From an optimization exercise on the open Yosys and OpenROAD flow, aimed at small area; shortcuts taken in it are not production practice. RTL that was checked went through simulation tests only; none was proved equivalent to the original. The RTL of run 2 was laid out without a check of its function. Power and IR drop assume default switching activity.

`flow/config.mk`:
```
export PLATFORM = sky130hd
export DESIGN_NAME = tdp1_core
export DESIGN_NICKNAME = tdp1_core
export VERILOG_FILES = /design/flow/design.v
export SDC_FILE = /design/flow/constraint.sdc
export NUM_CORES = 4
export LEC_CHECK = 0
export CAP_MARGIN = 20
export CORE_MARGIN = 2
export CORE_UTILIZATION = 40
export SLEW_MARGIN = 20
```
`flow/constraint.sdc`:
```
create_clock -name core_clock -period 100.0 [get_ports {clk}]
set_input_delay 20.0000 -clock core_clock [delete_from_list [all_inputs] [get_ports {clk}]]
set_output_delay 20.0000 -clock core_clock [all_outputs]
set_load 0.01 [all_outputs]
```
`flow/design.v`:
```
module tdp1_core #(
    parameter integer MAX_PULSES    = 8,
    parameter integer T_IDLE        = 200,
    parameter integer SAMPLE_PERIOD = 2,
    parameter         REST_LEVEL    = 1'b0,
    parameter integer FIFO_DEPTH    = 1
) (
    input  wire        clk,
    input  wire        rst,
    input  wire        rx_ir,
    input  wire        rx_rf,
    output reg         tx_out,
    output reg         tx_mode,
    input  wire        cmd_valid,
    input  wire [39:0] cmd_data,
    output wire        cmd_ready,
    input  wire        dir_valid,
    input  wire        dir_found,
    output reg         rsp_valid,
    output wire [7:0]  rsp_code,
    output reg  [31:0] rsp_data,
    input  wire        ld_valid,
    input  wire [7:0]  ld_data,
    input  wire        ld_last,
    input  wire        ld_err,
    output wire        ld_ready,
    output reg         ld_abort,
    output wire        out_valid,
    output reg  [7:0]  out_data,
    output wire        out_last,
    input  wire        out_ready,
    input  wire        out_fail,
    output wire        out_mode,
    output wire        out_trunc,
    output wire [30:0] out_index,
    output reg  [1:0]  ser_state,
    output reg  [15:0] range_errs,
    output reg  [15:0] store_fails,
    output reg  [15:0] pkts_out,
    output reg  [1:0]  ser_last,
    output reg  [15:0] next_seq,
    output wire [30:0] file_ctr
);
    localparam [2:0] RP_IDLE = 3'd0, RP_LOADING = 3'd1, RP_READY = 3'd2,
                     RP_PLAYING = 3'd3, RP_ERROR = 3'd4;
    localparam [2:0] E_NOT_FOUND = 3'd1, E_READ_ERROR = 3'd2, E_BAD_HEADER = 3'd3,
                     E_BAD_COUNT = 3'd4, E_BAD_SIZE = 3'd5, E_BAD_LEVEL = 3'd6,
                     E_BAD_DURATION = 3'd7;
    localparam [1:0] S_IDLE = 2'd0, S_CHECK = 2'd1, S_HEAD = 2'd2, S_DATA = 2'd3;
    function [15:0] sat16;
        input [15:0] v;
        sat16 = (&v) ? v : v + 16'd1;
    endfunction
    reg [31:0] ts;
    reg        div;
    reg [15:0] seal_seq;
    reg [1:0]  s1, s2;
    reg [1:0]  cap_active;
    reg [1:0]  fr_acc;
    reg [1:0]  last_level;
    reg [1:0]  trunc;
    reg [7:0]  count;           
    reg [63:0] t_start;
    reg [63:0] t_open;
    reg [31:0] lost_frames;
    reg [31:0] trunc_frames;
    reg [31:0] wrap_errs;
    reg [31:0] frames_sealed;
    reg [1:0]  wptr, rptr;
    reg [5:0]  fo;              
    reg [1:0]  ho;              
    reg [67:0] s_v;             
    reg [5:0]  s_nm1;           
    reg [1:0]  s_trunc;
    reg [5:0]  s_fo;
    reg [1:0]  s_ho;
    reg        rf_first;        
    reg        ser_lane;
    reg [2:0]  ser_idx;
    reg [4:0]  ser_byte;
    reg [30:0] oi;
    reg        oi_v;
    reg [2:0]  rp_state;
    reg [2:0]  rp_err;
    reg [31:0] rp_name;
    reg [3:0]  rp_n;
    reg [3:0]  rp_idx;
    reg [23:0] rp_timer;
    reg [199:0] rp_buf;         
    reg [5:0]  ld_pos;
    reg [3:0]  ld_cnt;          
    reg        ld_nz;
    reg        ld_r;
    reg [1:0]  rsp_c;
    assign rsp_code  = {{6{rsp_c[1] & rsp_c[0]}}, rsp_c};
    assign out_index = oi;
    assign file_ctr  = oi_v ? oi + 31'd1 : 31'd0;
    wire [7:0]  op  = cmd_data[39:32];
    wire [31:0] arg = cmd_data[31:0];
    assign cmd_ready = (op == 8'h10 && rp_state == RP_IDLE) ? dir_valid : 1'b1;
    assign ld_ready  = (rp_state == RP_LOADING);
    wire obs_tick = ~div;
    reg [6:0] prog;
    always @* begin
        case ({rp_n, rp_idx})
            8'h10: prog = 7'd0;
            8'h11: prog = 7'd100;
            8'h20: prog = 7'd0;
            8'h21: prog = 7'd50;
            8'h22: prog = 7'd100;
            8'h30: prog = 7'd0;
            8'h31: prog = 7'd33;
            8'h32: prog = 7'd66;
            8'h33: prog = 7'd100;
            8'h40: prog = 7'd0;
            8'h41: prog = 7'd25;
            8'h42: prog = 7'd50;
            8'h43: prog = 7'd75;
            8'h44: prog = 7'd100;
            8'h50: prog = 7'd0;
            8'h51: prog = 7'd20;
            8'h52: prog = 7'd40;
            8'h53: prog = 7'd60;
            8'h54: prog = 7'd80;
            8'h55: prog = 7'd100;
            8'h60: prog = 7'd0;
            8'h61: prog = 7'd16;
            8'h62: prog = 7'd33;
            8'h63: prog = 7'd50;
            8'h64: prog = 7'd66;
            8'h65: prog = 7'd83;
            8'h66: prog = 7'd100;
            8'h70: prog = 7'd0;
            8'h71: prog = 7'd14;
            8'h72: prog = 7'd28;
            8'h73: prog = 7'd42;
            8'h74: prog = 7'd57;
            8'h75: prog = 7'd71;
            8'h76: prog = 7'd85;
            8'h77: prog = 7'd100;
            8'h80: prog = 7'd0;
            8'h81: prog = 7'd12;
            8'h82: prog = 7'd25;
            8'h83: prog = 7'd37;
            8'h84: prog = 7'd50;
            8'h85: prog = 7'd62;
            8'h86: prog = 7'd75;
            8'h87: prog = 7'd87;
            8'h88: prog = 7'd100;
            default: prog = 7'd0;
        endcase
    end
    reg        st_ok;
    reg [31:0] st_val;
    always @* begin : status_read
        reg ln;
        st_ok  = 1'b1;
        st_val = 32'd0;
        ln     = arg[4];
        case (arg[7:0])
            8'h00, 8'h10:
                st_val = {12'd0, count[ln*4 +: 4], 11'd0, trunc[ln], last_level[ln],
                          1'b0, fr_acc[ln], cap_active[ln]};
            8'h01, 8'h11: st_val = {16'd0, lost_frames[ln*16 +: 16]};
            8'h02, 8'h12: st_val = {16'd0, trunc_frames[ln*16 +: 16]};
            8'h03, 8'h13: st_val = {16'd0, wrap_errs[ln*16 +: 16]};
            8'h04, 8'h14: st_val = {16'd0, frames_sealed[ln*16 +: 16]};
            8'h05, 8'h15: st_val = t_start[ln*32 +: 32];
            8'h06, 8'h16: st_val = t_open[ln*32 +: 32];
            8'h20:        st_val = ts;
            8'h21:        st_val = {16'd0, seal_seq};
            8'h30:        st_val = {9'd0, prog, 6'd0, tx_mode, tx_out,
                                    1'b0, rp_err, 1'b0, rp_state};
            8'h31:        st_val = rp_name;
            8'h32:        st_val = {12'd0, rp_n, 12'd0, rp_idx};
            8'h33:        st_val = {8'd0, rp_timer};
            default:      st_ok  = 1'b0;
        endcase
    end
    wire [31:0] el0 = ts - t_start[31:0];
    wire [31:0] el1 = ts - t_start[63:32];
    reg        n_rsp_valid;
    reg [1:0]  n_rsp_c;
    reg [31:0] n_rsp_data;
    reg [15:0] n_seal_seq;
    reg [1:0]  n_cap_active;
    reg [1:0]  n_fr_acc;
    reg [1:0]  n_last_level;
    reg [1:0]  n_trunc;
    reg [7:0]  n_count;
    reg [63:0] n_t_start;
    reg [63:0] n_t_open;
    reg [31:0] n_lost_frames;
    reg [31:0] n_trunc_frames;
    reg [31:0] n_wrap_errs;
    reg [31:0] n_frames_sealed;
    reg [1:0]  n_wptr;
    reg [5:0]  n_fo;
    reg [1:0]  n_ho;
    reg        n_rf_first;
    reg [1:0]  pw_en;
    reg [1:0]  push;
    reg [5:0]  p_nm1;
    reg [1:0]  p_trunc;
    reg [5:0]  p_fo;
    reg [1:0]  p_ho;
    reg [2:0]  n_rp_state;
    reg [2:0]  n_rp_err;
    reg [31:0] n_rp_name;
    reg        n_tx_mode;
    reg [3:0]  n_rp_n;
    reg [3:0]  n_rp_idx;
    reg [23:0] n_rp_timer;
    reg        n_tx_out;
    reg [5:0]  n_ld_pos;
    reg [3:0]  n_ld_cnt;
    reg        n_ld_nz;
    reg        n_ld_r;
    reg        n_ld_abort;
    reg        n_ts_load;
    reg        rb_we_b;
    reg        rb_we_l;
    reg [2:0]  rb_widx;
    reg [1:0]  rb_wbyte;
    wire [3:0]  rp_next  = rp_idx + 4'd1;
    wire [24:0] rb_word0 = rp_buf[24:0];
    wire [24:0] rb_wnext = rp_buf[rp_next[2:0]*25 +: 25];
    integer L;
    always @* begin : t_step
        reg        fire, legal, lane, start_ok;
        reg        lvl, ovf;
        reg [31:0] el;
        reg [3:0]  cnt, cnt_f;
        reg        trunc_f, sho;
        reg [2:0]  sfo;
        reg        fail;
        reg [2:0]  fcode;
        reg [7:0]  b;
        reg [5:0]  k;
        reg        klast;
        n_rsp_valid     = 1'b0;
        n_rsp_c         = rsp_c;
        n_rsp_data      = rsp_data;
        n_seal_seq      = seal_seq;
        n_cap_active    = cap_active;
        n_fr_acc        = fr_acc;
        n_last_level    = last_level;
        n_t_start       = t_start;
        n_t_open        = t_open;
        n_count         = count;
        n_trunc         = trunc;
        n_lost_frames   = lost_frames;
        n_trunc_frames  = trunc_frames;
        n_wrap_errs     = wrap_errs;
        n_frames_sealed = frames_sealed;
        n_wptr          = wptr;
        n_fo            = fo;
        n_ho            = ho;
        n_rf_first      = rf_first;
        pw_en           = 2'b00;
        push            = 2'b00;
        p_nm1           = 6'd0;
        p_trunc         = 2'b00;
        p_fo            = 6'd0;
        p_ho            = 2'b00;
        n_rp_state = rp_state;
        n_rp_err   = rp_err;
        n_rp_name  = rp_name;
        n_tx_mode  = tx_mode;
        n_rp_n     = rp_n;
        n_rp_idx   = rp_idx;
        n_rp_timer = rp_timer;
        n_tx_out   = tx_out;
        n_ld_pos   = ld_pos;
        n_ld_cnt   = ld_cnt;
        n_ld_nz    = ld_nz;
        n_ld_r     = ld_r;
        n_ld_abort = 1'b0;
        n_ts_load  = 1'b0;
        rb_we_b    = 1'b0;
        rb_we_l    = 1'b0;
        rb_widx    = 3'd0;
        rb_wbyte   = 2'd0;
        lvl = 1'b0; ovf = 1'b0; el = 32'd0; cnt = 4'd0; cnt_f = 4'd0;
        trunc_f = 1'b0; sho = 1'b0; sfo = 3'd0;
        fail = 1'b0; fcode = 3'd0; b = 8'd0; k = 6'd0; klast = 1'b0;
        fire     = cmd_valid & cmd_ready;
        lane     = arg[0];
        start_ok = 1'b0;
        legal    = 1'b1;
        if (fire) begin
            n_rsp_valid = 1'b1;
            n_rsp_c     = 2'd0;
            n_rsp_data  = 32'd0;
            case (op)
                8'h00: legal = (arg == 32'd0);
                8'h01, 8'h02, 8'h03, 8'h21: legal = (arg[31:1] == 31'd0);
                8'h10: legal = 1'b1;
                8'h11, 8'h12, 8'h13: legal = (arg == 32'd0);
                8'h20: legal = (arg[31:8] == 24'd0) && st_ok;
                8'h22: legal = 1'b1;
                default: legal = 1'b0;
            endcase
            if (!legal) begin
                n_rsp_c = 2'd3;
            end else begin
                case (op)
                    8'h01: begin  
                        if (!cap_active[lane]) begin
                            n_cap_active[lane]      = 1'b1;
                            n_fr_acc[lane]          = 1'b0;
                            n_last_level[lane]      = 1'b0;
                            n_count[lane*4 +: 4]    = 4'd0;
                            n_trunc[lane]           = 1'b0;
                        end
                    end
                    8'h02: begin  
                        if (cap_active[lane]) begin
                            n_cap_active[lane]      = 1'b0;
                            n_fr_acc[lane]          = 1'b0;
                            n_last_level[lane]      = 1'b0;
                            n_count[lane*4 +: 4]    = 4'd0;
                            n_trunc[lane]           = 1'b0;
                        end
                    end
                    8'h03: n_rsp_data = {31'd0, cap_active[lane]};
                    8'h10: begin  
                        if (rp_state != RP_IDLE) begin
                            n_rsp_c    = 2'd1;
                            n_rsp_data = {29'd0, rp_state};
                        end else begin
                            n_rp_name  = arg;
                            n_rp_err   = 3'd0;
                            n_rp_n     = 4'd0;
                            n_rp_idx   = 4'd0;
                            n_rp_timer = 24'd0;
                            n_ld_pos   = 6'd0;
                            n_ld_cnt   = 4'd0;
                            n_ld_r     = 1'b0;
                            if (dir_found) begin
                                n_rp_state = RP_LOADING;
                                start_ok   = 1'b1;
                            end else begin
                                n_rp_state = RP_ERROR;
                                n_rp_err   = E_NOT_FOUND;
                                n_rsp_c    = 2'd2;
                            end
                        end
                    end
                    8'h11: begin  
                        if (rp_state == RP_LOADING) n_ld_abort = 1'b1;
                        n_tx_out   = 1'b0;
                        n_rp_state = RP_IDLE;
                        n_rp_err   = 3'd0;
                        n_rp_n     = 4'd0;
                        n_rp_idx   = 4'd0;
                        n_rp_timer = 24'd0;
                    end
                    8'h12: n_rsp_data = {29'd0, rp_state};
                    8'h13: n_rsp_data = {25'd0, prog};
                    8'h20: n_rsp_data = st_val;
                    8'h22: n_ts_load = 1'b1;
                    8'h21: begin  
                        n_lost_frames[lane*16 +: 16]   = 16'd0;
                        n_trunc_frames[lane*16 +: 16]  = 16'd0;
                        n_wrap_errs[lane*16 +: 16]     = 16'd0;
                        n_frames_sealed[lane*16 +: 16] = 16'd0;
                    end
                    default: ;
                endcase
            end
        end
        for (L = 0; L < 2; L = L + 1) begin
            if (obs_tick && n_cap_active[L]) begin
                lvl = s2[L];
                el  = (L == 0) ? el0 : el1;
                ovf = |el[31:24];
                cnt = n_count[L*4 +: 4];
                if (n_fr_acc[L] && ((|el[31:8]) || el[7:0] >= 8'd200) && cnt != 4'd0) begin
                    cnt_f   = cnt;
                    trunc_f = n_trunc[L];
                    sfo     = n_fo[L*3 +: 3];
                    sho     = n_ho[L];
                    if (!cnt[3]) begin
                        pw_en[L] = 1'b1;
                        if (!sho && ovf) begin
                            sho = 1'b1;
                            sfo = cnt[2:0];
                        end
                        cnt_f = cnt + 4'd1;
                    end else begin
                        trunc_f = 1'b1;
                    end
                    if (wptr[L] == rptr[L]) begin
                        push[L]            = 1'b1;
                        n_wptr[L]          = ~wptr[L];
                        p_nm1[L*3 +: 3]    = cnt_f[2:0] - 3'd1;
                        p_trunc[L]         = trunc_f;
                        p_fo[L*3 +: 3]     = sfo;
                        p_ho[L]            = sho;
                        n_seal_seq         = n_seal_seq + 16'd1;
                        n_frames_sealed[L*16 +: 16] = sat16(n_frames_sealed[L*16 +: 16]);
                        if (trunc_f)
                            n_trunc_frames[L*16 +: 16] = sat16(n_trunc_frames[L*16 +: 16]);
                    end else begin
                        n_lost_frames[L*16 +: 16] = sat16(n_lost_frames[L*16 +: 16]);
                    end
                    n_fr_acc[L]          = 1'b0;
                    n_last_level[L]      = 1'b0;
                    n_count[L*4 +: 4]    = 4'd0;
                    n_trunc[L]           = 1'b0;
                end
                if (lvl != n_last_level[L]) begin
                    if (!n_fr_acc[L]) begin
                        n_fr_acc[L]           = 1'b1;
                        n_last_level[L]       = lvl;
                        n_t_start[L*32 +: 32] = ts;
                        n_t_open[L*32 +: 32]  = ts;
                        n_count[L*4 +: 4]     = 4'd0;
                        n_trunc[L]            = 1'b0;
                        n_ho[L]               = 1'b0;
                    end else begin
                        cnt = n_count[L*4 +: 4];
                        if (!cnt[3]) begin
                            pw_en[L] = 1'b1;
                            if (!n_ho[L] && ovf) begin
                                n_ho[L]         = 1'b1;
                                n_fo[L*3 +: 3]  = cnt[2:0];
                            end
                            n_count[L*4 +: 4] = cnt + 4'd1;
                        end else begin
                            n_trunc[L] = 1'b1;
                        end
                        n_last_level[L]       = lvl;
                        n_t_start[L*32 +: 32] = ts;
                    end
                end
            end
        end
        if (push[0])      n_rf_first = wptr[1] ^ rptr[1];
        else if (push[1]) n_rf_first = 1'b0;
        for (L = 0; L < 2; L = L + 1) begin
            if ((&ts) && n_fr_acc[L]) begin
                n_wrap_errs[L*16 +: 16] = sat16(n_wrap_errs[L*16 +: 16]);
                n_fr_acc[L]             = 1'b0;
                n_last_level[L]         = 1'b0;
                n_count[L*4 +: 4]       = 4'd0;
                n_trunc[L]              = 1'b0;
            end
        end
        if (!start_ok) begin
            case (n_rp_state)
                RP_LOADING: begin
                    if (ld_err) begin
                        n_rp_state = RP_ERROR;
                        n_rp_err   = E_READ_ERROR;
                        n_rp_n     = 4'd0;
                        n_ld_abort = 1'b1;
                    end else if (ld_valid) begin
                        b = ld_data;
                        if (ld_pos == 6'd0) begin
                            if (b != 8'h49 && b != 8'h52) begin
                                fail = 1'b1; fcode = E_BAD_HEADER;
                            end else n_ld_r = (b == 8'h52);
                        end else if (ld_pos == 6'd1) begin
                            if (!((!ld_r && b == 8'h52) || (ld_r && b == 8'h46))) begin
                                fail = 1'b1; fcode = E_BAD_HEADER;
                            end
                        end else if (ld_pos == 6'd2 || ld_pos == 6'd13) begin
                            if (b != 8'h3B) begin
                                fail = 1'b1; fcode = E_BAD_HEADER;
                            end
                        end else if (ld_pos >= 6'd3 && ld_pos <= 6'd12) begin
                            if (b < 8'h30 || b > 8'h39) begin
                                fail = 1'b1; fcode = E_BAD_HEADER;
                            end
                        end else if (ld_pos >= 6'd14 && ld_pos <= 6'd18) begin
                            if (b < 8'h30 || b > 8'h39) begin
                                fail = 1'b1; fcode = E_BAD_HEADER;
                            end else
                                n_ld_cnt = (ld_cnt != 4'd0) ? 4'hF : b[3:0];
                        end else if (ld_pos == 6'd19) begin
                            if (b != 8'h0A) begin
                                fail = 1'b1; fcode = E_BAD_HEADER;
                            end else if (ld_cnt == 4'd0 || ld_cnt > 4'd8) begin
                                fail = 1'b1; fcode = E_BAD_COUNT;
                            end
                        end
                        if (!fail && ld_pos <= 6'd19 && ld_last) begin
                            fail = 1'b1; fcode = E_BAD_SIZE;
                        end
                        if (!fail && ld_pos >= 6'd20) begin
                            k     = ld_pos - 6'd20;
                            klast = (k == {1'b0, ld_cnt[2:0] - 3'd1, 2'b11});
                            if (ld_last != klast) begin
                                fail = 1'b1; fcode = E_BAD_SIZE;
                            end else if (k[1:0] != 2'd3) begin
                                rb_we_b  = 1'b1;
                                rb_widx  = k[4:2];
                                rb_wbyte = k[1:0];
                                n_ld_nz  = (k[1:0] == 2'd0) ? (b != 8'd0) : (ld_nz | (b != 8'd0));
                            end else begin
                                if (b > 8'h01) begin
                                    fail = 1'b1; fcode = E_BAD_LEVEL;
                                end else if (!ld_nz) begin
                                    fail = 1'b1; fcode = E_BAD_DURATION;
                                end else begin
                                    rb_we_l = 1'b1;
                                    rb_widx = k[4:2];
                                end
                            end
                            if (!fail && klast) begin
                                n_rp_n     = ld_cnt;
                                n_rp_idx   = 4'd0;
                                n_tx_mode  = ld_r;
                                n_rp_state = RP_READY;
                            end
                        end
                        if (fail) begin
                            n_rp_state = RP_ERROR;
                            n_rp_err   = fcode;
                            n_rp_n     = 4'd0;
                            n_ld_abort = 1'b1;
                        end else begin
                            n_ld_pos = ld_pos + 6'd1;
                        end
                    end
                end
                RP_READY: begin
                    n_tx_out   = rb_word0[24];
                    n_rp_timer = rb_word0[23:0];
                    n_rp_idx   = 4'd0;
                    n_rp_state = RP_PLAYING;
                end
                RP_PLAYING: begin
                    if (rp_timer > 24'd1) begin
                        n_rp_timer = rp_timer - 24'd1;
                    end else if (rp_next < rp_n) begin
                        n_rp_idx   = rp_next;
                        n_tx_out   = rb_wnext[24];
                        n_rp_timer = rb_wnext[23:0];
                    end else begin
                        n_rp_idx   = rp_n;
                        n_tx_out   = 1'b0;
                        n_rp_timer = 24'd0;
                        n_rp_state = RP_IDLE;
                    end
                end
                default: ;
            endcase
        end
    end
    wire        ir_av   = wptr[0] ^ rptr[0];
    wire        rf_av   = wptr[1] ^ rptr[1];
    wire [2:0]  h_nm1   = ser_lane ? s_nm1[5:3] : s_nm1[2:0];
    wire [2:0]  h_fo    = ser_lane ? s_fo[5:3]  : s_fo[2:0];
    wire        h_ho    = s_ho[ser_lane];
    wire        h_trunc = s_trunc[ser_lane];
    wire [33:0] h_v     = ser_lane ? s_v[67:34] : s_v[33:0];
    wire        h_lastp = (ser_idx == h_nm1);
    wire [24:0] q = h_v[33:9];
    reg  [3:0]  dig;
    reg  [20:0] dsub;
    always @* begin
        if      (q >= 25'd17578125) begin dig = 4'd9; dsub = 21'd800909; end
        else if (q >= 25'd15625000) begin dig = 4'd8; dsub = 21'd944936; end
        else if (q >= 25'd13671875) begin dig = 4'd7; dsub = 21'd1088963; end
        else if (q >= 25'd11718750) begin dig = 4'd6; dsub = 21'd1232990; end
        else if (q >= 25'd9765625)  begin dig = 4'd5; dsub = 21'd1377017; end
        else if (q >= 25'd7812500)  begin dig = 4'd4; dsub = 21'd1521044; end
        else if (q >= 25'd5859375)  begin dig = 4'd3; dsub = 21'd1665071; end
        else if (q >= 25'd3906250)  begin dig = 4'd2; dsub = 21'd1809098; end
        else if (q >= 25'd1953125)  begin dig = 4'd1; dsub = 21'd1953125; end
        else                        begin dig = 4'd0; dsub = 21'd0; end
    end
    wire [20:0] rem_h  = q[20:0] - dsub;
    wire [29:0] rem    = {rem_h, h_v[8:0]};
    wire [33:0] v_next = {1'b0, rem, 3'b000} + {3'b000, rem, 1'b0};
    reg  [191:0] ring0, ring1, ring2, ring3;
    wire [1:0]   h_ring = {ser_lane, rptr[ser_lane]};
    reg  [23:0]  h_pulse;
    always @* begin
        case (h_ring)
            2'd0: h_pulse = ring0[23:0];
            2'd1: h_pulse = ring1[23:0];
            2'd2: h_pulse = ring2[23:0];
            default: h_pulse = ring3[23:0];
        endcase
    end
    reg [7:0] head_byte;
    always @* begin : header_bytes
        case (ser_byte)
            5'd0:  head_byte = ser_lane ? 8'h52 : 8'h49;
            5'd1:  head_byte = ser_lane ? 8'h46 : 8'h52;
            5'd2:  head_byte = 8'h3B;
            5'd3, 5'd4, 5'd5, 5'd6, 5'd7, 5'd8, 5'd9, 5'd10, 5'd11, 5'd12:
                   head_byte = {4'h3, dig};
            5'd13: head_byte = 8'h3B;
            5'd14, 5'd15, 5'd16, 5'd17: head_byte = 8'h30;
            5'd18: head_byte = {4'h3, {1'b0, h_nm1} + 4'd1};
            default: head_byte = 8'h0A;
        endcase
    end
    reg [7:0] data_byte;
    always @* begin : data_bytes
        case (ser_byte[1:0])
            2'd0: data_byte = h_pulse[7:0];
            2'd1: data_byte = h_pulse[15:8];
            2'd2: data_byte = h_pulse[23:16];
            default: data_byte = {7'd0, ~ser_idx[0]};
        endcase
    end
    always @* begin
        case (ser_state)
            S_HEAD:  out_data = head_byte;
            S_DATA:  out_data = data_byte;
            default: out_data = 8'h00;
        endcase
    end
    wire in_packet = ser_state[1];
    assign out_valid = in_packet;
    assign out_last  = (ser_state == S_DATA) && h_lastp && (ser_byte[1:0] == 2'd3);
    assign out_mode  = in_packet & ser_lane;
    assign out_trunc = in_packet & h_trunc;
    wire       adv   = out_ready & ~out_fail;
    wire [2:0] h_rot = 3'd6 - {h_nm1[1:0], 1'b0};
    wire rot_en = (ser_state == S_CHECK) ||
                  (ser_state == S_HEAD && adv && ser_byte < {2'b00, h_rot}) ||
                  (ser_state == S_DATA && adv && ser_byte[1:0] == 2'd3 && !h_lastp);
    wire dig_en = (ser_state == S_HEAD) && adv && ser_byte >= 5'd3 && ser_byte <= 5'd12;
    wire [3:0] r_wr  = {pw_en[1] &  wptr[1], pw_en[1] & ~wptr[1],
                        pw_en[0] &  wptr[0], pw_en[0] & ~wptr[0]};
    wire [3:0] r_rot = {rot_en &  ser_lane &  rptr[1], rot_en &  ser_lane & ~rptr[1],
                        rot_en & ~ser_lane &  rptr[0], rot_en & ~ser_lane & ~rptr[0]};
    always @(posedge clk) begin
        if (r_wr[0] | r_rot[0]) ring0 <= {r_wr[0] ? el0[23:0] : ring0[23:0], ring0[191:24]};
        if (r_wr[1] | r_rot[1]) ring1 <= {r_wr[1] ? el0[23:0] : ring1[23:0], ring1[191:24]};
        if (r_wr[2] | r_rot[2]) ring2 <= {r_wr[2] ? el1[23:0] : ring2[23:0], ring2[191:24]};
        if (r_wr[3] | r_rot[3]) ring3 <= {r_wr[3] ? el1[23:0] : ring3[23:0], ring3[191:24]};
    end
    integer i;
    always @(posedge clk) begin
        for (i = 0; i < 2; i = i + 1) begin
            if (push[i]) begin
                s_v[i*34 +: 34]  <= {2'b00, t_open[i*32 +: 32]};
                s_nm1[i*3 +: 3]  <= p_nm1[i*3 +: 3];
                s_trunc[i]       <= p_trunc[i];
                s_fo[i*3 +: 3]   <= p_fo[i*3 +: 3];
                s_ho[i]          <= p_ho[i];
            end else if (dig_en && ser_lane == i) begin
                s_v[i*34 +: 34]  <= v_next;
            end
        end
        rf_first <= n_rf_first;
        fo       <= n_fo;
        ho       <= n_ho;
        ld_nz    <= n_ld_nz;
        for (i = 0; i < 8; i = i + 1) begin
            if (rb_we_b && rb_widx == i) rp_buf[i*25 + rb_wbyte*8 +: 8] <= ld_data;
            if (rb_we_l && rb_widx == i) rp_buf[i*25 + 24] <= ld_data[0];
        end
    end
    always @(posedge clk) begin
        if (rst) begin
            ts            <= 32'd0;
            div           <= 1'b0;
            seal_seq      <= 16'd0;
            s1            <= 2'b00;
            s2            <= 2'b00;
            cap_active    <= 2'b00;
            fr_acc        <= 2'b00;
            last_level    <= 2'b00;
            t_start       <= 64'd0;
            t_open        <= 64'd0;
            count         <= 8'd0;
            trunc         <= 2'b00;
            lost_frames   <= 32'd0;
            trunc_frames  <= 32'd0;
            wrap_errs     <= 32'd0;
            frames_sealed <= 32'd0;
            wptr          <= 2'b00;
            rp_state      <= RP_IDLE;
            rp_err        <= 3'd0;
            rp_name       <= 32'd0;
            tx_mode       <= 1'b0;
            rp_n          <= 4'd0;
            rp_idx        <= 4'd0;
            rp_timer      <= 24'd0;
            tx_out        <= 1'b0;
            ld_pos        <= 6'd0;
            ld_cnt        <= 4'd0;
            ld_r          <= 1'b0;
            ld_abort      <= 1'b0;
            rsp_valid     <= 1'b0;
            rsp_c         <= 2'd0;
            rsp_data      <= 32'd0;
        end else begin
            ts            <= n_ts_load ? arg : ts + 32'd1;
            div           <= ~div;
            s1            <= {rx_rf, rx_ir};
            s2            <= s1;
            seal_seq      <= n_seal_seq;
            cap_active    <= n_cap_active;
            fr_acc        <= n_fr_acc;
            last_level    <= n_last_level;
            t_start       <= n_t_start;
            t_open        <= n_t_open;
            count         <= n_count;
            trunc         <= n_trunc;
            lost_frames   <= n_lost_frames;
            trunc_frames  <= n_trunc_frames;
            wrap_errs     <= n_wrap_errs;
            frames_sealed <= n_frames_sealed;
            wptr          <= n_wptr;
            rp_state      <= n_rp_state;
            rp_err        <= n_rp_err;
            rp_name       <= n_rp_name;
            tx_mode       <= n_tx_mode;
            rp_n          <= n_rp_n;
            rp_idx        <= n_rp_idx;
            rp_timer      <= n_rp_timer;
            tx_out        <= n_tx_out;
            ld_pos        <= n_ld_pos;
            ld_cnt        <= n_ld_cnt;
            ld_r          <= n_ld_r;
            ld_abort      <= n_ld_abort;
            rsp_valid     <= n_rsp_valid;
            rsp_c         <= n_rsp_c;
            rsp_data      <= n_rsp_data;
        end
    end
    always @(posedge clk) begin
        if (rst) begin
            ser_state   <= S_IDLE;
            ser_lane    <= 1'b0;
            ser_idx     <= 3'd0;
            ser_byte    <= 5'd0;
            next_seq    <= 16'd0;
            oi          <= 31'd0;
            oi_v        <= 1'b0;
            range_errs  <= 16'd0;
            store_fails <= 16'd0;
            pkts_out    <= 16'd0;
            ser_last    <= 2'd0;
            rptr        <= 2'b00;
        end else begin
            case (ser_state)
                S_IDLE: begin
                    if (ir_av && (!rf_av || !rf_first)) begin
                        ser_lane  <= 1'b0;
                        ser_idx   <= 3'd0;
                        ser_state <= S_CHECK;
                    end else if (rf_av) begin
                        ser_lane  <= 1'b1;
                        ser_idx   <= 3'd0;
                        ser_state <= S_CHECK;
                    end
                end
                S_CHECK: begin
                    if (h_ho && ser_idx == h_fo) begin
                        range_errs <= sat16(range_errs);
                        ser_last   <= 2'd2;
                        rptr[ser_lane] <= ~rptr[ser_lane];
                        next_seq   <= next_seq + 16'd1;
                        ser_idx    <= 3'd0;
                        ser_byte   <= 5'd0;
                        ser_state  <= S_IDLE;
                    end else if (h_lastp) begin
                        oi         <= file_ctr;
                        oi_v       <= 1'b1;
                        ser_idx    <= 3'd0;
                        ser_byte   <= 5'd0;
                        ser_state  <= S_HEAD;
                    end else begin
                        ser_idx    <= ser_idx + 3'd1;
                    end
                end
                S_HEAD, S_DATA: begin
                    if (out_fail) begin
                        store_fails <= sat16(store_fails);
                        ser_last    <= 2'd3;
                        rptr[ser_lane] <= ~rptr[ser_lane];
                        next_seq    <= next_seq + 16'd1;
                        ser_idx     <= 3'd0;
                        ser_byte    <= 5'd0;
                        ser_state   <= S_IDLE;
                    end else if (out_ready) begin
                        if (ser_state == S_HEAD) begin
                            if (ser_byte == 5'd19) begin
                                ser_byte  <= 5'd0;
                                ser_state <= S_DATA;
                            end else
                                ser_byte  <= ser_byte + 5'd1;
                        end else if (ser_byte[1:0] != 2'd3) begin
                            ser_byte <= ser_byte + 5'd1;
                        end else if (!h_lastp) begin
                            ser_byte <= 5'd0;
                            ser_idx  <= ser_idx + 3'd1;
                        end else begin
                            pkts_out  <= sat16(pkts_out);
                            ser_last  <= 2'd1;
                            rptr[ser_lane] <= ~rptr[ser_lane];
                            next_seq  <= next_seq + 16'd1;
                            ser_idx   <= 3'd0;
                            ser_byte  <= 5'd0;
                            ser_state <= S_IDLE;
                        end
                    end
                end
            endcase
        end
    end
endmodule
```
`flow/run.sh`:
```
#!/bin/bash
# synth_recipe.tcl (not shown) runs the flow's synth.tcl, then flattens the netlist and writes it again
# the make line also repeats each setting of config.mk as NAME=value (left out here)
make -C /OpenROAD-flow-scripts/flow DESIGN_CONFIG=/design/flow/config.mk WORK_HOME=/design/flow/orfs CLKGATE_MAP_FILE= SYNTH_SCRIPT=/design/flow/synth_recipe.tcl finish
```
==> metrics.md, run 1 <==
| Metric | Value |
|---|---|
| Yosys warns | 1 |
| Data arrival, critical path | 22710 ps |
| Per-cell routed wire length | 25.8 um |
| Max Slew Vio Count | 0 |
| Fin Hold WS | 401 ps |
| Fmax | 23.4 MHz |
| Vias in the first global route | a little under 60k |
| Core area | just under 200000 um2 |
| Initial core utilization | between 40% and 50% |
| Slowest cell delay on critical path | between 600 and 700 ps |
| Final RePlAce weighted congestion | a little under 1 |
| First-pass DRT Iterations | 6 |
| Ys flop type | edfxtp_1 |
| Ports | 248 |
| Number of hold buffers added after CTS | 0 |
| Lkg Pwr | 28.0 nW |
| Inserted Clock Buffers | approximately 180 |
| Max transition margin | between 10% and 20% |
| CTS tree | yes |
| Die Height | 445 um |
| Gr usage total | between 20% and 30% |
| Initial antenna violation count | 9 |
| DRC viols | 0 |
| Share of layout cells above drive strength 1 | under 10% |
| Worst Setup Slack, final | between 50000 and 60000 ps |
| Setup-failing EPs final | 0 |
| PD cells | 16.6 nW/um2 |
| Via count | 62.0k |
| Site Rows | around 160 |
| TNS Setup | 0 ps |
| Final net count | 7950 |
| Post-DP HPWL | 192000 um |
| Die Area | roughly 200000 um2 |
| Critical setup path kind | input port to output port |
| Hold Path Class | flip-flop to flip-flop |
| Worst slack at placement | around 57000 ps |
| Depth of the CTS H-tree | 4 |
| Worst vdd ir | 20.1 uV |
| Final Util | 45.9% |
| Period utilization | a little over two fifths |
| CP max-delay cell | or3_1 |
| Minimum clock period after layout | 42710 ps |
| Status | finished clean |
| Sequential share of the synthesized area | 52.6% |
| Starting DRT DRC Count | ~6.6k |
| Largest net degree at the start of global routing | 220 |
| Least-Margin Pin Slew | between 1000 and 1500 ps |
| CP Capture Type | output port |
| Critical path peak fanout | 6 |
| ANT nets after route | 0 |
| Vias per cell | 5.95 |
| Post-Route WL | ~270000 um |
| Clk latency of the worst-skew pair | 850 ps |
| Crit path launch type | input port |
| CTS clk-pin slew, worst paths | roughly 60 ps |
| Critical Path RT | ~80000 ps |
| Number of synthesized register bits | between 1.5k and 2k |
| Number of setup buffers added after CTS | 0 |
| Max Cap Viol | 0 |
| Die W | about 450 um |
| Post_cts resized | 0 |
| Number of port buffers | between 200 and 250 |
| RSZ-0062 raised after global routing | no |
| Clk root buf | clkbuf_16 |
| CTS sink count | approximately 1.6k |
| Endpoints failing hold | 0 |
| Synth cell types | roughly 110 |
| Worst Skew | 63.1 ps |
| Area delta synth->final | 14.6% |
| Top cell by count, worst path | clkdlybuf4s50_1 |
| Mapped Cells | 7593 |
| Global-route wire length before repair | 391000 um |
| Average size of a mapped cell | ~10 um2 |
| Post-synth ARST share | 0% |
| Overall Power | about 1.5 mW |
| Clock buffer depth | 3 |
| Gr ovfl total | 0 |
| Cell area after synthesis | 77900 um2 |
| Filler cell count in the final layout | 18.0k |
| Number of enable flip-flop cells after synthesis | ~860 |
| Synthesized Nets | around 8k |
| Crit path cell chain | clkdlybuf4s50_1 -> nor3_1 -> nand2_1 -> or3_1 -> or2_2 -> clkdlybuf4s50_1 |
==> flip-flops by register name, indices dropped and copies added (netlist names), 24 cells and up, named ones only <==
register       flops
ts                32
ring3            192
frames_sealed     32
wrap_errs         32
ring0            192
ring1            192
trunc_frames      32
rp_buf           199
ring2            192
rp_name           32
t_open            64
rp_timer          24
t_start           64
s_v               68
rsp_data          32
lost_frames       32
oi                31
==> Yosys cell counts, types with 87 or more instances <==
cell type | number | share of area [%]
edfxtp_1 | 859 | 33
nor2_1 | 705 | 3.4
dfxtp_1 | 760 | 20
nand4_1 | 87 | 0.70
xor2_1 | 161 | 1.8
a21oi_1 | 477 | 3.1
clkbuf_1 | 375 | 1.8
mux2i_1 | 239 | 3.1
inv_1 | 193 | 0.93
and3_1 | 109 | 0.87
a22oi_1 | 140 | 1.3
nand3_1 | 212 | 1.4
nor3_1 | 118 | 0.76
nand2_1 | 986 | 4.7
and2_1 | 106 | 0.85
ha_1 | 169 | 2.7
o21ai_0 | 360 | 2.3
xnor2_1 | 185 | 2.1
==> worst paths after layout <==
| kind | start | end | slack [ps] | depth (start not counted) |
|---|---|---|---|---|
| max | cmd_data[37] | cmd_ready | 57290 | 6 |
| min | ring0[92] | ring0[68] | 400 | 0 |
| max reg2reg | ser_lane | s_v[33] | 90640 | 34 |
| min reg2reg | ring0[92] | ring0[68] | 400 | 0 |
==> placed cells by master (no fill, tap or decap), types with 37 or more instances in the layout <==
cell type / count
and2_1: 105
a32oi_1: 41
inv_1: 193
nand2_1: 982
nor2_1: 698
o211ai_1: 47
nor3_1: 110
o21ai_0: 358
nor4_1: 48
a22oi_1: 140
a21oi_1: 477
edfxtp_1: 859
a211oi_1: 82
mux4_2: 82
or3_1: 56
o21a_1: 37
xor2_1: 159
a21o_1: 54
and3_1: 109
nor2b_1: 51
clkbuf_16: 177
ha_1: 168
nand4_1: 87
nand3_1: 212
buf_4: 138
xnor2_1: 184
dfxtp_1: 757
a31oi_1: 61
o22ai_1: 38
nand2b_1: 45
clkdlybuf4s50_1: 244
mux2i_1: 239
mux2_2: 82
==> area by class of cell <==
| cell class | instances | area (um2) | area share (%) |
|---|---|---|---|
| multi-input cells | 5332 | 34700 | 38.9 |
| well taps | 2542 | 3180 | 3.56 |
| inverters | 200 | 751 | 0.841 |
| clock buffers | 231 | 4810 | 5.38 |
| diodes | 6 | 15.0 | 0.0168 |
| flip-flops and latches | 1619 | 41000 | 45.9 |
| repair buffers | 389 | 3590 | 4.02 |
| clock inverters | 94 | 1240 | 1.39 |
==> power by group <==
group / total (mW) / internal (mW) / switching [mW]
Sequential: 0.712 / 0.708 / 0.00332
Combinational: 0.0893 / 0.0229 / 0.0663
Clock: 0.678 / 0.396 / 0.282
==> critical path, delay by kind of cell <==
family                 cells  cell delay, ps
buffers and inverters      2            1000
AND/OR/NAND/NOR            4            1700
==> kinds of logic (layout without fill, tap and decap cells) <==
family | Yosys count | in the layout | share of synthesized area, %
other | 0 | 6 | 0
flip-flops | 1619 | 1619 | 52.6
buffers and inverters | 642 | 914 | 3.21
AND/OR/NAND/NOR | 2684 | 2684 | 16.0
XOR/XNOR | 346 | 346 | 3.89
multiplexers | 435 | 435 | 7.23
AO/OA/AOI/OAI | 1693 | 1693 | 14.3
adder cells (fa/ha/maj) | 174 | 174 | 2.83
==> routing by layer <==
metal	routed length (um)	track usage, %	vias to the layer above
li1	-	-	28144
met1	108000	33.9	30449
met2	121000	40.6	2698
met3	19900	4.67	688
met4	19300	16.8	8
met5	57	0	-
==> through the flow <==
stage	instances	instance area [um2]
2_1_floorplan	7593	77900
3_3_place_gp	10080	83200
3_5_place_dp	10080	83200
4_1_cts	10405	89300
5_1_grt	10411	89300
6_report	10413	89300
==> inputs of run 2 (changes only) <==
--- a/flow/design.v
+++ b/flow/design.v
@@ -11,3 +11,3 @@
     input  wire        rx_rf,
-    output reg         tx_out,
+    output wire        tx_out,
     output reg         tx_mode,
@@ -40,3 +40,3 @@
     output reg  [1:0]  ser_last,
-    output reg  [15:0] next_seq,
+    output wire [15:0] next_seq,
     output wire [30:0] file_ctr
@@ -87,3 +87,2 @@
     reg [3:0]  rp_idx;
-    reg [23:0] rp_timer;
     reg [199:0] rp_buf;         
@@ -96,2 +95,6 @@
     assign out_index = oi;
+    assign next_seq  = seal_seq - {15'd0, wptr[0] ^ rptr[0]} - {15'd0, wptr[1] ^ rptr[1]};
+    wire        playing  = (rp_state == RP_PLAYING);
+    wire [23:0] rp_timer = playing ? rp_buf[23:0] : 24'd0;
+    assign tx_out = playing & rp_buf[24];
     assign file_ctr  = oi_v ? oi + 31'd1 : 31'd0;
@@ -212,4 +215,3 @@
     reg [3:0]  n_rp_idx;
-    reg [23:0] n_rp_timer;
-    reg        n_tx_out;
+    reg        rb_dec;
     reg [5:0]  n_ld_pos;
@@ -224,5 +226,4 @@
     reg [1:0]  rb_wbyte;
+    reg        rb_shift;
     wire [3:0]  rp_next  = rp_idx + 4'd1;
-    wire [24:0] rb_word0 = rp_buf[24:0];
-    wire [24:0] rb_wnext = rp_buf[rp_next[2:0]*25 +: 25];
     integer L;
@@ -271,4 +272,3 @@
         n_rp_idx   = rp_idx;
-        n_rp_timer = rp_timer;
-        n_tx_out   = tx_out;
+        rb_dec     = 1'b0;
         n_ld_pos   = ld_pos;
@@ -283,2 +283,3 @@
         rb_wbyte   = 2'd0;
+        rb_shift   = 1'b0;
         lvl = 1'b0; ovf = 1'b0; el = 32'd0; cnt = 4'd0; cnt_f = 4'd0;
@@ -335,3 +336,2 @@
                             n_rp_idx   = 4'd0;
-                            n_rp_timer = 24'd0;
                             n_ld_pos   = 6'd0;
@@ -351,3 +351,2 @@
                         if (rp_state == RP_LOADING) n_ld_abort = 1'b1;
-                        n_tx_out   = 1'b0;
                         n_rp_state = RP_IDLE;
@@ -356,3 +355,2 @@
                         n_rp_idx   = 4'd0;
-                        n_rp_timer = 24'd0;
                     end
@@ -498,3 +496,4 @@
                                 rb_we_b  = 1'b1;
-                                rb_widx  = k[4:2];
+                                rb_shift = (k[1:0] == 2'd0);
+                                rb_widx  = ld_cnt[2:0] - 3'd1;
                                 rb_wbyte = k[1:0];
@@ -508,3 +507,3 @@
                                     rb_we_l = 1'b1;
-                                    rb_widx = k[4:2];
+                                    rb_widx = ld_cnt[2:0] - 3'd1;
                                 end
@@ -529,4 +528,2 @@
                 RP_READY: begin
-                    n_tx_out   = rb_word0[24];
-                    n_rp_timer = rb_word0[23:0];
                     n_rp_idx   = 4'd0;
@@ -535,12 +532,9 @@
                 RP_PLAYING: begin
-                    if (rp_timer > 24'd1) begin
-                        n_rp_timer = rp_timer - 24'd1;
+                    if (rp_buf[23:0] > 24'd1) begin
+                        rb_dec     = 1'b1;
                     end else if (rp_next < rp_n) begin
+                        rb_shift   = 1'b1;
                         n_rp_idx   = rp_next;
-                        n_tx_out   = rb_wnext[24];
-                        n_rp_timer = rb_wnext[23:0];
                     end else begin
                         n_rp_idx   = rp_n;
-                        n_tx_out   = 1'b0;
-                        n_rp_timer = 24'd0;
                         n_rp_state = RP_IDLE;
@@ -625,4 +619,5 @@
     wire       adv   = out_ready & ~out_fail;
-    wire [2:0] h_rot = 3'd6 - {h_nm1[1:0], 1'b0};
-    wire rot_en = (ser_state == S_CHECK) ||
+    wire [3:0] chk_sum = {1'b0, ser_idx} + {1'b0, h_nm1};
+    wire [2:0] h_rot   = h_nm1[2] ? 3'd0 : (3'd6 - {h_nm1[1:0], 1'b0});
+    wire rot_en = (ser_state == S_CHECK && chk_sum < 4'd7) ||
                   (ser_state == S_HEAD && adv && ser_byte < {2'b00, h_rot}) ||
@@ -635,8 +630,9 @@
     always @(posedge clk) begin
-        if (r_wr[0] | r_rot[0]) ring0 <= {r_wr[0] ? el0[23:0] : ring0[23:0], ring0[191:24]};
-        if (r_wr[1] | r_rot[1]) ring1 <= {r_wr[1] ? el0[23:0] : ring1[23:0], ring1[191:24]};
-        if (r_wr[2] | r_rot[2]) ring2 <= {r_wr[2] ? el1[23:0] : ring2[23:0], ring2[191:24]};
-        if (r_wr[3] | r_rot[3]) ring3 <= {r_wr[3] ? el1[23:0] : ring3[23:0], ring3[191:24]};
+        if (r_wr[0] | r_rot[0]) ring0 <= {el0[23:0], ring0[191:24]};
+        if (r_wr[1] | r_rot[1]) ring1 <= {el0[23:0], ring1[191:24]};
+        if (r_wr[2] | r_rot[2]) ring2 <= {el1[23:0], ring2[191:24]};
+        if (r_wr[3] | r_rot[3]) ring3 <= {el1[23:0], ring3[191:24]};
     end
-    integer i;
+    integer i, j;
+    wire [23:0] rb_dur_dec = rp_buf[23:0] - 24'd1;
     always @(posedge clk) begin
@@ -658,4 +654,10 @@
         for (i = 0; i < 8; i = i + 1) begin
-            if (rb_we_b && rb_widx == i) rp_buf[i*25 + rb_wbyte*8 +: 8] <= ld_data;
-            if (rb_we_l && rb_widx == i) rp_buf[i*25 + 24] <= ld_data[0];
+            for (j = 0; j < 3; j = j + 1)
+                if (rb_shift || (rb_we_b && rb_wbyte == j && rb_widx == i) || (rb_dec && i == 0))
+                    rp_buf[i*25 + j*8 +: 8] <= (rb_dec && i == 0) ? rb_dur_dec[j*8 +: 8] :
+                                               (i == 7 || (rb_we_b && rb_wbyte == j && rb_widx == i))
+                                               ? ld_data : rp_buf[(i+1)*25 + j*8 +: 8];
+            if (rb_shift || (rb_we_l && rb_widx == i))
+                rp_buf[i*25 + 24] <= (i == 7 || (rb_we_l && rb_widx == i))
+                                     ? ld_data[0] : rp_buf[(i+1)*25 + 24];
         end
@@ -687,4 +689,2 @@
             rp_idx        <= 4'd0;
-            rp_timer      <= 24'd0;
-            tx_out        <= 1'b0;
             ld_pos        <= 6'd0;
@@ -720,4 +720,2 @@
             rp_idx        <= n_rp_idx;
-            rp_timer      <= n_rp_timer;
-            tx_out        <= n_tx_out;
             ld_pos        <= n_ld_pos;
@@ -737,3 +735,2 @@
             ser_byte    <= 5'd0;
-            next_seq    <= 16'd0;
             oi          <= 31'd0;
@@ -763,3 +760,2 @@
                         rptr[ser_lane] <= ~rptr[ser_lane];
-                        next_seq   <= next_seq + 16'd1;
                         ser_idx    <= 3'd0;
@@ -782,3 +778,2 @@
                         rptr[ser_lane] <= ~rptr[ser_lane];
-                        next_seq    <= next_seq + 16'd1;
                         ser_idx     <= 3'd0;
@@ -802,3 +797,2 @@
                             rptr[ser_lane] <= ~rptr[ser_lane];
-                            next_seq  <= next_seq + 16'd1;
                             ser_idx   <= 3'd0;
--- a/flow/config.mk
+++ b/flow/config.mk
@@ -9,3 +9,4 @@
 export CORE_MARGIN = 2
-export CORE_UTILIZATION = 40
+export CORE_UTILIZATION = 65
+export CTS_BUF_LIST = sky130_fd_sc_hd__clkbuf_4 sky130_fd_sc_hd__clkbuf_8
 export SLEW_MARGIN = 20
==> run 2 against run 1 <==
  * First-iteration DRC count fell by 3.0%
  * Clock power fell by 19%
  * Setup slack improved by 240 ps
  * Largest power group unchanged
  * Synthesized cell count fell by 11%
  * Still clean
  * Register-to-register slack got worse by 550 ps
  * Power fell by 13%
  * Count of clock-buffer cells in the layout rose by 116
  * Highest routed layer is now met4
==> metrics.md, run 2 <==
| Metric | Value |
|---|---|
| Share of layout cells above drive strength 1 | 11.2% (+2.0 points) |
| CP Capture Type | output port |
| Critical path peak fanout | 8 (+2) |
| Endpoints failing hold | 0 (unchanged) |
| Commonest non-fill, non-tap cell in the layout | edfxtp_1 |
| DRC viols | 0 (unchanged) |
| Met2 Use GR | 50.0% (+9.4 points) |
| Yosys top cell area share | 43.1% (+10 points) |
| Number of setup buffers added after CTS | 0 (unchanged) |
| Least-Margin Pin Slew | 1220 ps (-28.6 ps) |
| Max transition margin | 18.0% (+1.7 points) |
| Initial antenna violation count | 6 (-3) |
| ANT nets after route | 0 (unchanged) |
| Global-route wire length before repair | 303000 um (-22%) |
| Clock buffer depth | 3 (unchanged) |
| Via count | 54.6k (-12%) |
| Largest family of logic cells by synthesized area | simple AND/OR/NAND/NOR gates |
| Crit path launch type | input port |
| Starting DRT DRC Count | 6370 (-3.0%) |
| Count leader, synth | edfxtp_1 |
| Simple logic cell fraction of the synthesized area | 15.3% (-0.64 points) |
| Synth cell types | 111 (+4.7%) |
| Number of port buffers | 247 (unchanged) |
| Crit path cell chain | clkdlybuf4s50_1 -> nor4b_2 -> nand2_1 -> or3_1 -> or2_2 -> clkdlybuf4s50_1 |
| Die Area | 116000 um2 (-41%) |
| Number of enable flip-flop cells after synthesis | 1058 (+23%) |
| Final net count | 7195 (-9.5%) |
| Lkg Pwr | 29.4 nW (+4.8%) |
| Minimum clock period after layout | 42470 ps (-245 ps) |
| Largest net degree at the start of global routing | 189 (-14%) |
| Die W | 341 um (-23%) |
| Worst Setup Slack, final | 57530 ps (+245 ps) |
| Vias per cell | 6.29 (+5.7%) |
| TNS Setup | 0 ps (unchanged) |
| Clk root buf | clkbuf_8 |
| Worst slack at placement | 57590 ps (+212 ps) |
| Final RePlAce weighted congestion | 0.988 (+0.57%) |
| Max Cap Viol | 0 (unchanged) |
| Clk latency of the worst-skew pair | 960 ps (+110 ps) |
| Hold Path Class | flip-flop to flip-flop |
| CTS clk-pin slew, worst paths | 70 ps (about the same) |
| Post_cts resized | 0 (unchanged) |
| Commonest non-fill, non-tap cells in the layout | 1058 x edfxtp_1, 752 x nor2_1, 717 x nand2_1 |
| RSZ-0062 raised after global routing | no |
| Area of the multi-input gates | 29500 um2 (-15%) |
| Core area | 112000 um2 (-42%) |
| Synth cell count leaders | 1058 x edfxtp_1, 756 x nor2_1, 718 x nand2_1 |
| Sequential share of the synthesized area | 57.2% (+4.6 points) |
| Area delta synth->final | 12.1% |
| Post-synth ARST share | 0% (unchanged) |
| Adder-cell share of the synthesized area | 3.01% (+0.18 points) |
| Cell area after synthesis | 73800 um2 (-5.4%) |
| Proportion of synthesized area in mux cells | 6.64% (-0.59 points) |
| Worst vdd ir | 14.4 uV (-28%) |
| Inserted Clock Buffers | 240 (+37%) |
| Slowest cell delay on critical path | 600 ps (-90 ps) |
| PD cells | 15.6 nW/um2 (-6.1%) |
| Met1 usage | 48.5% (+15 points) |
| Filler cell count in the final layout | 7662 (-57%) |
| Setup-failing EPs final | 0 (unchanged) |
| Compound-gate portion of the synthesized area | 10.6% (-3.7 points) |
| Data arrival, critical path | 22470 ps (-240 ps) |
| Max reg flops | 200 (+0.50%) |
| Post-route non-filler standard cell count | 8677 (-17%) |
| CTS tree | yes |
| Period utilization | 42.5% (-0.24 points) |
| Post-Route WL | 201000 um (-25%) |
| CP max-delay cell | clkdlybuf4s50_1 |
| Vias in the first global route | 51.1k (-12%) |
| Yosys warns | 5 (+4) |
| Top cell by count, worst path | clkdlybuf4s50_1 |
| Critical Path RT | 80000 ps (about the same) |
| Gr usage total | 33.9% (+7.7 points) |
| Site Rows | 123 (-24%) |
| First-pass DRT Iterations | 8 (+2) |
| Register area | 42200 um2 (+2.8%) |
| Largest area contributor in the netlist | edfxtp_1 |
| Depth of the CTS H-tree | 4 (unchanged) |
| Number of synthesized register bits | 1578 (-2.5%) |
| Max Slew Vio Count | 0 (unchanged) |
| Synthesized Nets | 6963 (-11%) |
| GR Util met3 | 8.14% (+3.5 points) |
| Fin Hold WS | 393 ps (-8.18 ps) |
| XOR/XNOR Fraction of Synth Area | 4.27% (+0.39 points) |
| Status | finished clean |
| Dpl cells | 8218 (-18%) |
| Mapped Cells | 6730 (-11%) |
| Critical setup path kind | input port to output port |
| Ys flop type | edfxtp_1 |
| Initial core utilization | 65.6% (+25 points) |
| Fmax | 23.5 MHz (+0.58%) |
| Post-DP HPWL | 142000 um (-26%) |
| Gr ovfl total | 0 (unchanged) |
| Per-cell routed wire length | 23.1 um (-10%) |
| Top reg by flops | rp_buf |
| Worst Skew | 47.5 ps (-15.6 ps) |
| Synth area leaders | edfxtp_1 43%, dfxtp_1 14%, nor2_1 3.8% |
| CTS sink count | 1578 (-2.5%) |
| Die Height | 341 um (-23%) |
| Average size of a mapped cell | 11.0 um2 (+6.8%) |
| Ports | 248 (unchanged) |
| Grt peak-use layer | met2 |
| Number of hold buffers added after CTS | 0 (unchanged) |
-- run 2: cell count changes in the layout (fill, tap and decap cells not counted), moves of 148 or more --
cell	previous run	this run
clkbuf_16	177	0
edfxtp_1	859	1058
nand2_1	982	717
o21ai_0	358	210
clkbuf_8	17	263
dfxtp_1	757	518
-- run 2: power by group --
group | leakage (nW) | total (mW) | internal (mW) | switching (mW)
Combinational | 13.0 | 0.0449 | 0.0139 | 0.0310
Sequential | 13.7 | 0.691 | 0.690 | 0.000897
Clock | 2.69 | 0.550 | 0.295 | 0.255
-- run 2: routing by layer --
metal	up-vias	part of all wire (%)
met4	0	4.1
met5	-	0
li1	25090	-
met1	26219	42
met3	477	10
met2	2824	44
-- run 2: logic make-up after synthesis --
kind of cell | count (synthesis)
flops | 1578
compound gates | 1206
simple gates | 2419
xor+xnor | 360
mux | 425
buf+inv | 568
fa+ha+maj | 174
-- run 2: area by class of cell --
type	count	area share, %
inverter	211	0.960
sequential	1578	51.0
multi-input combinational	4584	35.7
clock buffer	347	5.14
timing repair buffer	347	3.93
antenna	7	0.0212
clock inverter	103	0.977
tap	1500	2.27
-- run 2: worst paths after layout --
| check | startpoint | endpoint | slack (ps) | cells after the start |
|---|---|---|---|---|
| worst min-delay path | ring3[184] | ring3[160] | 390 | 0 |
| worst max-delay path | cmd_data[36] | cmd_ready | 57530 | 6 |
| worst max register to register | ser_lane | s_v[31] | 90090 | 32 |
| worst min register to register | ring3[184] | ring3[160] | 390 | 0 |
-- run 2: stage by stage --
step                util, %  power (mW)  instance area, um2
global route           73.5        1.33               82700
global placement       69.0       0.748               77600
finish                 73.5        1.29               82700
detailed placement     69.0       0.748               77600
CTS                    73.5        1.29               82700
floorplan                 -       0.729               73800
-- run 2: worst max-delay path, delay by kind of cell --
kind          cells  cell delay [ps]
buf+inv           2             1090
simple gates      4             1380

re-timing with driven ports:
The results above use ideal ports. As a check the final layouts listed here were re-extracted and re-timed, cells and wires unchanged.
Step 1 assumes that a clkbuf_16 drives the clock port and a buf_2 every other input.
Step 2 moves the port delays by t, midway between the first and last clock arrival at a register: inputs arrive t later, outputs are due t later. That takes back most of the time a late clock gives input paths.
Slacks: ideal ports / drivers / drivers and shift; pairs: ideal ports / drivers.
| run | t (ns) | slack for setup (ns) | worst setup path after step 2 | slew at the worst register clock pin (ns) | pins driven straight from the clock port |
|---|---|---|---|---|---|
| run 1 | 0.903 | 57.288 / 57.259 / 57.259 | input to output | 0.07 / 0.07 | 1 |
| run 2 | 1.010 | 57.532 / 57.505 / 57.505 | input to output | 0.07 / 0.07 | 1 |
After both steps every run listed still meets setup and hold. For run 1, which loses most, drivers alone change the setup slack by -0.029 ns; drivers and shift together by -0.029 ns.
